This is an optimization exercise on Yosys and OpenROAD, whose aim is small area, not a production implementation.
Function was checked by simulation only, so behaviour that the tests miss may differ from the original.
No activity file was given, so power comes from the tool's default toggle rates. The flow treats the clock pin as an ideal source, which a real chip does not have.

## vbus_decoder
module vbus_decoder #(
    parameter ADDR_LE  = 0      
) (
    input  wire         clk,
    input  wire         rst,           
    input  wire         in_valid,
    input  wire [7:0]   in_byte,
    output reg  [1:0]   ev_kind,       
    output reg  [2:0]   ev_code,
    output wire [7:0]   ev_byte,
    output reg  [6:0]   ev_expected,
    output reg  [6:0]   ev_index,
    output wire [62:0]  ev_hdr_raw,    
    output wire [15:0]  ev_dst,
    output wire [15:0]  ev_src,
    output wire [15:0]  ev_cmd,
    output wire [7:0]   ev_frame_count,
    output wire [104:0] ev_dg_raw,     
    input  wire [6:0]   rd_frame,
    output wire [31:0]  rd_data        
);
    localparam [1:0] S_WAIT = 2'd0, S_HDR = 2'd1, S_FRM = 2'd2;
    localparam [1:0] EV_NONE = 2'd0, EV_PACKET = 2'd1, EV_ERROR = 2'd2, EV_DGRAM = 2'd3;
    localparam [2:0] E_FRAMING = 3'd1, E_UNSUP = 3'd2, E_UNREC = 3'd3,
                     E_HDRCK   = 3'd4, E_FRMCK = 3'd6, E_DGRAM = 3'd7;
    reg [1:0]  st;
    reg        dg;                      
    reg [3:0]  cnt;                     
    reg [6:0]  fidx;                    
    reg [6:0]  acc;                     
    reg        fbad;                    
    reg [6:0]  ev_byte_lo;
    reg [6:0]  hb [0:8];                
    reg [27:0] stg;                     
    reg [31:0] cmt;                     
    reg        cmt_v;
    reg [6:0]  cmt_k;
    reg [2:0]  ph;                      
    reg [31:0] ring [0:127];            
    function [15:0] comb16(input [6:0] lo, input [6:0] hi);
        if (ADDR_LE != 0) comb16 = {1'b0, hi, 1'b0, lo};
        else              comb16 = {({1'b0, lo} + {1'b0, hi}), 8'h00};
    endfunction
    wire       acc_in  = in_valid && !rst;
    wire       is_sync = (in_byte == 8'hAA);
    wire       is_ill  = in_byte[7] && !is_sync;
    wire       is_data = acc_in && !in_byte[7];
  ...
Size in the first run: about 7,600 cells after synthesis, ~4,300 flip-flops.
export LEC_CHECK = 0
export CAP_MARGIN = 0
export CORE_MARGIN = 2
export CORE_UTILIZATION = 80
export CTS_BUF_LIST = sky130_fd_sc_hd__clkbuf_16
export CTS_CLUSTER_DIAMETER = 60
export CTS_CLUSTER_SIZE = 30
export SLEW_MARGIN = 0
export SYNTH_HIERARCHICAL = 1
export SYNTH_MEMORY_MAX_BITS = 16384
create_clock -name core_clock -period 14.0 [get_ports {clk}]
standard.sh (not shown) runs the stock make flow with config.mk's settings and CLKGATE_MAP_FILE= SYNTH_SCRIPT=/design/flow/synth_recipe.tcl, a recipe that flattens the netlist after the stock synthesis.
==> flow/flow/run.sh <==
#!/bin/bash
# Standard ORFS flow (standard.sh), with two layout settings changed:
#  - CTS without dummy loads, larger sink clusters on clkbuf_16 only;
#  - port buffers use the smallest buffer cell.
# make's full output goes to standard_flow.log here; ORFS's per-step logs are in orfs/logs/.
set -u
export CTS_ARGS="-sink_clustering_enable -repair_clock_nets -dont_use_dummy_load -sink_clustering_size 30 -sink_clustering_max_diameter 60 -buf_list sky130_fd_sc_hd__clkbuf_16"
export BUFFER_PORTS_ARGS="-buffer_cell sky130_fd_sc_hd__buf_1"
bash standard.sh > standard_flow.log 2>&1
The starting point completed, yet does not pass: max-capacitance violations.
Edit:
==> flow/flow/run.sh (replaced) <==
#!/bin/bash
# Standard ORFS flow (standard.sh), with two layout settings changed:
#  - CTS without dummy loads, larger sink clusters on clkbuf_16 only;
#  - port buffers use the smallest buffer cell.
# make's full output goes to standard_flow.log here; ORFS's per-step logs are in orfs/logs/.
set -u
export CTS_ARGS="-sink_clustering_enable -repair_clock_nets -dont_use_dummy_load -sink_clustering_size 30 -sink_clustering_max_diameter 70 -buf_list sky130_fd_sc_hd__clkbuf_16"
export BUFFER_PORTS_ARGS="-buffer_cell sky130_fd_sc_hd__buf_1"
bash standard.sh > standard_flow.log 2>&1
--- a/flow/config.mk
+++ b/flow/config.mk
@@ -6,11 +6,11 @@
 export NUM_CORES = 8
 export LEC_CHECK = 0
-export CAP_MARGIN = 0
+export CAP_MARGIN = 20
 export CORE_MARGIN = 2
 export CORE_UTILIZATION = 80
 export CTS_BUF_LIST = sky130_fd_sc_hd__clkbuf_16
-export CTS_CLUSTER_DIAMETER = 60
+export CTS_CLUSTER_DIAMETER = 70
 export CTS_CLUSTER_SIZE = 30
-export SLEW_MARGIN = 0
+export SLEW_MARGIN = 20
 export SYNTH_HIERARCHICAL = 1
 export SYNTH_MEMORY_MAX_BITS = 16384
Result:
- With this change the flow produced a clean layout
- clock skew is higher by 0.0049 ns
- power is lower slightly
- die area stays the same
- register-to-register slack improves by 0.10 ns
- final cell count hardly moves
- routed wire length is lower slightly
- area after synthesis does not change
- clock power is lower by a few percent
- utilization is lower by 0.12 points
Edit:
==> flow/flow/run.sh (replaced) <==
#!/bin/bash
# Standard ORFS flow (standard.sh), with these layout settings changed:
#  - CTS without dummy loads, larger sink clusters on clkbuf_16 only;
#  - port buffers use the smallest buffer cell;
#  - before global placement, flow/upsize.tcl gives the drivers of the
#    32-load select and write-enable nets a stronger cell.
# make's full output goes to standard_flow.log here; ORFS's per-step logs are in orfs/logs/.
set -u
HERE=$(cd "$(dirname "$0")" && pwd)
export CTS_ARGS="-sink_clustering_enable -repair_clock_nets -dont_use_dummy_load -sink_clustering_size 30 -sink_clustering_max_diameter 70 -buf_list sky130_fd_sc_hd__clkbuf_16"
export BUFFER_PORTS_ARGS="-buffer_cell sky130_fd_sc_hd__buf_1"
export PRE_GLOBAL_PLACE_TCL="$HERE/upsize.tcl"
bash standard.sh > standard_flow.log 2>&1
==> flow/flow/upsize.tcl (new file) <==
# Sourced before global placement (PRE_GLOBAL_PLACE_TCL).  The read port's
# select lines and the ring write enables each drive 32 gates; give their
# drivers (an inverter or a NAND2 from synthesis) a stronger cell of the same
# function, so that placement's repair need not split these nets with buffers.
set n 0
set db [ord::get_db]
set inv_m  [$db findMaster sky130_fd_sc_hd__inv_4]
set nand_m [$db findMaster sky130_fd_sc_hd__nand2_4]
foreach inst [[ord::get_db_block] getInsts] {
  set m [[$inst getMaster] getName]
  if {$m ne "sky130_fd_sc_hd__inv_1" && $m ne "sky130_fd_sc_hd__nand2_1"} continue
  set fo 0
  foreach it [$inst getITerms] {
    if {[$it isOutputSignal]} {
      set net [$it getNet]
      if {$net ne "NULL"} { set fo [expr {[llength [$net getITerms]] - 1}] }
    }
  }
  if {$fo >= 16} {
    if {$m eq "sky130_fd_sc_hd__inv_1"} { $inst swapMaster $inv_m } else { $inst swapMaster $nand_m }
    incr n
  }
}
puts "upsize.tcl: upsized $n drivers"
After rerunning:
- wire length climbs by 7.1%
- clock power climbs by about 0.7%
- clock skew drops by 0.0043 ns
- maximum frequency climbs by 3.6%

* * *

The RTL this note starts from:
==> flow/design.v <==
module vbus_decoder #(
    parameter ADDR_LE  = 0      
) (
    input  wire         clk,
    input  wire         rst,           
    input  wire         in_valid,
    input  wire [7:0]   in_byte,
    output reg  [1:0]   ev_kind,       
    output reg  [2:0]   ev_code,
    output wire [7:0]   ev_byte,
    output reg  [6:0]   ev_expected,
    output reg  [6:0]   ev_index,
    output wire [62:0]  ev_hdr_raw,    
    output wire [15:0]  ev_dst,
    output wire [15:0]  ev_src,
    output wire [15:0]  ev_cmd,
    output wire [7:0]   ev_frame_count,
    output wire [104:0] ev_dg_raw,     
    input  wire [6:0]   rd_frame,
    output wire [31:0]  rd_data        
);
    localparam [1:0] S_WAIT = 2'd0, S_HDR = 2'd1, S_FRM = 2'd2;
    localparam [1:0] EV_NONE = 2'd0, EV_PACKET = 2'd1, EV_ERROR = 2'd2, EV_DGRAM = 2'd3;
    localparam [2:0] E_FRAMING = 3'd1, E_UNSUP = 3'd2, E_UNREC = 3'd3,
                     E_HDRCK   = 3'd4, E_FRMCK = 3'd6, E_DGRAM = 3'd7;
    reg [1:0]  st;
    reg        dg;                      
    reg [3:0]  len;                     
    reg [2:0]  fpos;                    
    reg [6:0]  fidx;                    
    reg [6:0]  acc;                     
    reg        fbad;                    
    reg [6:0]  ev_byte_lo;
    reg [6:0]  hb [0:14];               
    reg [27:0] stg;                     
    reg [31:0] cmt;                     
    reg        cmt_v;
    reg [6:0]  cmt_k;
    reg [2:0]  ph;                      
    reg [31:0] ring [0:127];            
    function [15:0] comb16(input [6:0] lo, input [6:0] hi);
        if (ADDR_LE != 0) comb16 = {1'b0, hi, 1'b0, lo};
        else              comb16 = {({1'b0, lo} + {1'b0, hi}), 8'h00};
    endfunction
    wire       acc_in  = in_valid && !rst;
    wire       is_sync = (in_byte == 8'hAA);
    wire       is_ill  = in_byte[7] && !is_sync;
    wire       is_data = acc_in && !in_byte[7];
    wire [6:0] b       = in_byte[6:0];
    wire [6:0] sum     = acc + b;
    wire       ck_ok   = &sum;           
    wire       in_hdr  = is_data && st == S_HDR;
    wire       in_frm  = is_data && st == S_FRM;
    wire       last_frm = (fidx + 7'd1 == hb[7]);
    wire [31:0] fresh = {b[3], stg[27:21], b[2], stg[20:14], b[1], stg[13:7], b[0], stg[6:0]};
    wire        fresh_v  = in_frm && fpos == 3'd4;
    wire [2:0]  fresh_q  = ph + fidx[2:0];
    wire [2:0]  cmt_q    = ph + cmt_k[2:0];
    wire        wr_fresh = fresh_v && fresh_q == 3'd7;
    wire        wr_cmt   = cmt_v && cmt_q == 3'd7;
    wire [31:0] wdata    = wr_cmt ? cmt : fresh;
    wire [3:0]  wring    = wr_cmt ? cmt_k[6:3] : fidx[6:3];
    wire        wr       = wr_cmt || wr_fresh;
    integer r, i;
    wire [15:0] we;
    wire [31:0] head [0:15];
    genvar hr, hj;
    for (hr = 0; hr < 16; hr = hr + 1) begin : g_head
        assign we[hr] = wr && wring == hr;
        for (hj = 0; hj < 32; hj = hj + 1) begin : g_hbit
            vbus_ao22 u_ao (.a1(ring[8*hr+7][hj]), .a2(!we[hr]),
                            .b1(wdata[hj]),        .b2(we[hr]),
                            .y(head[hr][hj]));
        end
    end
    always @(posedge clk) begin
        ph <= ph + 3'd1;
        for (r = 0; r < 16; r = r + 1) begin
            for (i = 7; i > 0; i = i - 1)
                ring[8*r+i] <= ring[8*r+i-1];
            ring[8*r] <= head[r];
        end
        if (fresh_v && !wr_fresh) begin
            cmt   <= fresh;
            cmt_k <= fidx;
        end
        if (in_frm && fpos < 3'd4)
            stg[7*fpos +: 7] <= b;
    end
    always @(posedge clk) begin
        if (rst)
            cmt_v <= 1'b0;
        else if (fresh_v && !wr_fresh)
            cmt_v <= 1'b1;
        else if (wr_cmt)
            cmt_v <= 1'b0;
    end
    always @(posedge clk) begin
        if (in_hdr)
            for (i = 0; i < 15; i = i + 1)
                if (i != 4 && len == i) hb[i] <= b;
    end
    always @(posedge clk) begin
        if (rst) begin
            st      <= S_WAIT;
            ev_kind <= EV_NONE;
        end else begin
            ev_kind <= EV_NONE;
            if (in_valid) begin
                if (is_sync) begin
                    st  <= S_HDR;
                    len <= 4'd0;
                    dg  <= 1'b0;
                    acc <= 7'd0;
                end else if (is_ill) begin
                    ev_kind     <= EV_ERROR;
                    ev_code     <= E_FRAMING;
                    ev_byte_lo  <= b;
                    ev_expected <= 7'd0;
                    ev_index    <= 7'd0;
                    st <= S_WAIT;
                end else if (st == S_HDR) begin
                    len <= len + 4'd1;
                    acc <= sum;
                    if (len == 4'd4) begin
                        dg <= (b == 7'h20);
                        if (b != 7'h10 && b != 7'h20) begin
                            ev_kind     <= EV_ERROR;
                            ev_code     <= (b == 7'h30) ? E_UNSUP : E_UNREC;
                            ev_byte_lo  <= b;
                            ev_expected <= 7'd0;
                            ev_index    <= 7'd0;
                            st <= S_WAIT;
                        end
                    end
                    if (len == 4'd8 && !dg) begin
                        acc  <= 7'd0;
                        fpos <= 3'd0;
                        fidx <= 7'd0;
                        fbad <= 1'b0;
                        if (!ck_ok) begin
                            ev_kind     <= EV_ERROR;
                            ev_code     <= E_HDRCK;
                            ev_byte_lo  <= b;
                            ev_expected <= ~acc;
                            ev_index    <= 7'd0;
                            st <= S_WAIT;
                        end else if (hb[7] == 7'd0) begin
                            ev_kind <= EV_PACKET;
                            st <= S_WAIT;
                        end else begin
                            st <= S_FRM;
                        end
                    end
                    if (len == 4'd14) begin
                        ev_kind <= EV_DGRAM;
                        ev_code <= E_DGRAM;
                        st <= S_WAIT;
                    end
                end else if (st == S_FRM) begin
                    if (fpos == 3'd5) begin
                        fpos <= 3'd0;
                        fidx <= fidx + 7'd1;
                        acc  <= 7'd0;
                        if (!ck_ok && !fbad) begin
                            fbad        <= 1'b1;
                            ev_byte_lo  <= b;
                            ev_expected <= ~acc;
                            ev_index    <= fidx;
                        end
                        if (last_frm) begin
                            st      <= S_WAIT;
                            ev_code <= E_FRMCK;
                            ev_kind <= (fbad || !ck_ok) ? EV_ERROR : EV_PACKET;
                        end
                    end else begin
                        fpos <= fpos + 3'd1;
                        acc  <= sum;
                    end
                end
            end
        end
    end
    assign ev_byte        = {ev_code == E_FRAMING, ev_byte_lo};
    assign ev_hdr_raw     = {hb[8], hb[7], hb[6], hb[5], 7'h10, hb[3], hb[2], hb[1], hb[0]};
    assign ev_dg_raw      = {hb[14], hb[13], hb[12], hb[11], hb[10], hb[9], hb[8], hb[7],
                             hb[6], hb[5], 7'h20, hb[3], hb[2], hb[1], hb[0]};
    assign ev_dst         = comb16(hb[0], hb[1]);
    assign ev_src         = comb16(hb[2], hb[3]);
    assign ev_cmd         = comb16(hb[5], hb[6]);
    assign ev_frame_count = {1'b0, hb[7]};
    wire [2:0]   rpos = ph + rd_frame[2:0];
    wire         byp  = cmt_v && (rd_frame == cmt_k);
    wire [15:0]  rsel;
    wire [7:0]   psel;
    wire [128:0] sel;
    wire [31:0]  wd [0:128];
    genvar g, j;
    for (g = 0; g < 16; g = g + 1) begin : g_rsel
        assign rsel[g] = !byp && rd_frame[6:3] == g;
    end
    for (g = 0; g < 8; g = g + 1) begin : g_psel
        assign psel[g] = rpos == g;
    end
    for (g = 0; g < 128; g = g + 1) begin : g_sel
        assign sel[g] = rsel[g/8] && psel[g%8];
        assign wd[g]  = ring[g];
    end
    assign sel[128] = byp;
    assign wd[128]  = cmt;
    wire [42:0] grp [0:31];             
    for (j = 0; j < 32; j = j + 1) begin : g_bit
        for (g = 0; g < 43; g = g + 1) begin : g_grp
            vbus_aoi222 u_aoi (.a1(sel[3*g]),   .a2(wd[3*g][j]),
                               .b1(sel[3*g+1]), .b2(wd[3*g+1][j]),
                               .c1(sel[3*g+2]), .c2(wd[3*g+2][j]),
                               .y(grp[j][g]));
        end
        assign rd_data[j] = ~&grp[j];
    end
endmodule
module vbus_aoi222 (
    input  wire a1, a2, b1, b2, c1, c2,
    output wire y
);
    assign y = ~((a1 & a2) | (b1 & b2) | (c1 & c2));
endmodule
module vbus_ao22 (
    input  wire a1, a2, b1, b2,
    output wire y
);
    assign y = (a1 & a2) | (b1 & b2);
endmodule
==> flow/config.mk <==
export PLATFORM = sky130hd
export DESIGN_NAME = vbus_decoder
export DESIGN_NICKNAME = vbus_decoder
export VERILOG_FILES = /design/flow/design.v
export SDC_FILE = /design/flow/constraint.sdc
export NUM_CORES = 8
export LEC_CHECK = 0
export CAP_MARGIN = 20
export CORE_MARGIN = 2
export CORE_UTILIZATION = 70
export CTS_BUF_LIST = sky130_fd_sc_hd__clkbuf_16
export CTS_CLUSTER_DIAMETER = 60
export CTS_CLUSTER_SIZE = 30
export SLEW_MARGIN = 20
export SYNTH_HIERARCHICAL = 1
export SYNTH_MEMORY_MAX_BITS = 16384
==> flow/constraint.sdc <==
create_clock -name core_clock -period 14.0 [get_ports {clk}]
set_input_delay 2.8000 -clock core_clock [delete_from_list [all_inputs] [get_ports {clk}]]
set_output_delay 2.8000 -clock core_clock [all_outputs]
set_load 0.01 [all_outputs]
run.sh (not shown) runs the stock make flow with config.mk's settings and CLKGATE_MAP_FILE= SYNTH_SCRIPT=/design/flow/synth_recipe.tcl, a recipe that flattens the netlist after the stock synthesis.
Stock flow here: none of the scripts above is used.
Rerun with:
==> flow/flow/run.sh (new file) <==
#!/bin/bash
# Standard ORFS flow (standard.sh), with two layout settings changed:
#  - CTS without dummy loads, larger sink clusters on clkbuf_16 only;
#  - port buffers use the smallest buffer cell.
# make's full output goes to standard_flow.log here; ORFS's per-step logs are in orfs/logs/.
set -u
export CTS_ARGS="-sink_clustering_enable -repair_clock_nets -dont_use_dummy_load -sink_clustering_size 30 -sink_clustering_max_diameter 60 -buf_list sky130_fd_sc_hd__clkbuf_16"
export BUFFER_PORTS_ARGS="-buffer_cell sky130_fd_sc_hd__buf_1"
bash standard.sh > standard_flow.log 2>&1
==> flow/standard.sh (new file) <==
#!/bin/bash
# synth_recipe.tcl (not shown) runs the flow's synth.tcl, then flattens the netlist and writes it again
# the make line also repeats each setting of config.mk as NAME=value (left out here)
make -C /OpenROAD-flow-scripts/flow DESIGN_CONFIG=/design/flow/config.mk WORK_HOME=/design/flow/orfs CLKGATE_MAP_FILE= SYNTH_SCRIPT=/design/flow/synth_recipe.tcl "${@:-finish}"
removed: flow/run.sh
Die area stays the same; via count went down by 1.7%; cell area drops by 2.2%; flip-flop and latch count is unchanged; area after synthesis is unchanged; clock power falls by 10%.

static timing again, ports no longer ideal:
In the flow no input, the clock included, has a driving cell. The finished layouts below were timed again as built, in two steps.
Step 1 assumes that a clkbuf_16 drives the clock port and a buf_2 every other input.
Step 2 also shifts input and output timing later by t, the mid clock arrival at the registers, as if the neighbouring blocks saw the same clock.
Slacks: ideal ports / drivers / drivers and shift; pairs: ideal ports / drivers.
| run | t (ns) | setup WS [ns] | worst setup path at the end | worst slew at a driven data input, ns |
|---|---|---|---|---|
| the first run of note 1 | 0.910 | 3.133 / 3.091 / 3.091 | input to output | 0.16 |
| the second run of note 1 | 0.871 | 3.199 / 3.165 / 3.165 | input to output | 0.15 |
| the third run of note 1 | 0.907 | 3.577 / 3.545 / 3.545 | input to output | 0.17 |
| the first run of note 2 | 0.933 | 2.545 / 2.521 / 2.521 | input to output | 0.10 |
| the second run of note 2 | 0.924 | 3.130 / 3.092 / 3.092 | input to output | 0.09 |
The setup slack of the first run of note 1, which loses most, moves by -0.042 ns with the drivers and by -0.042 ns with both steps.
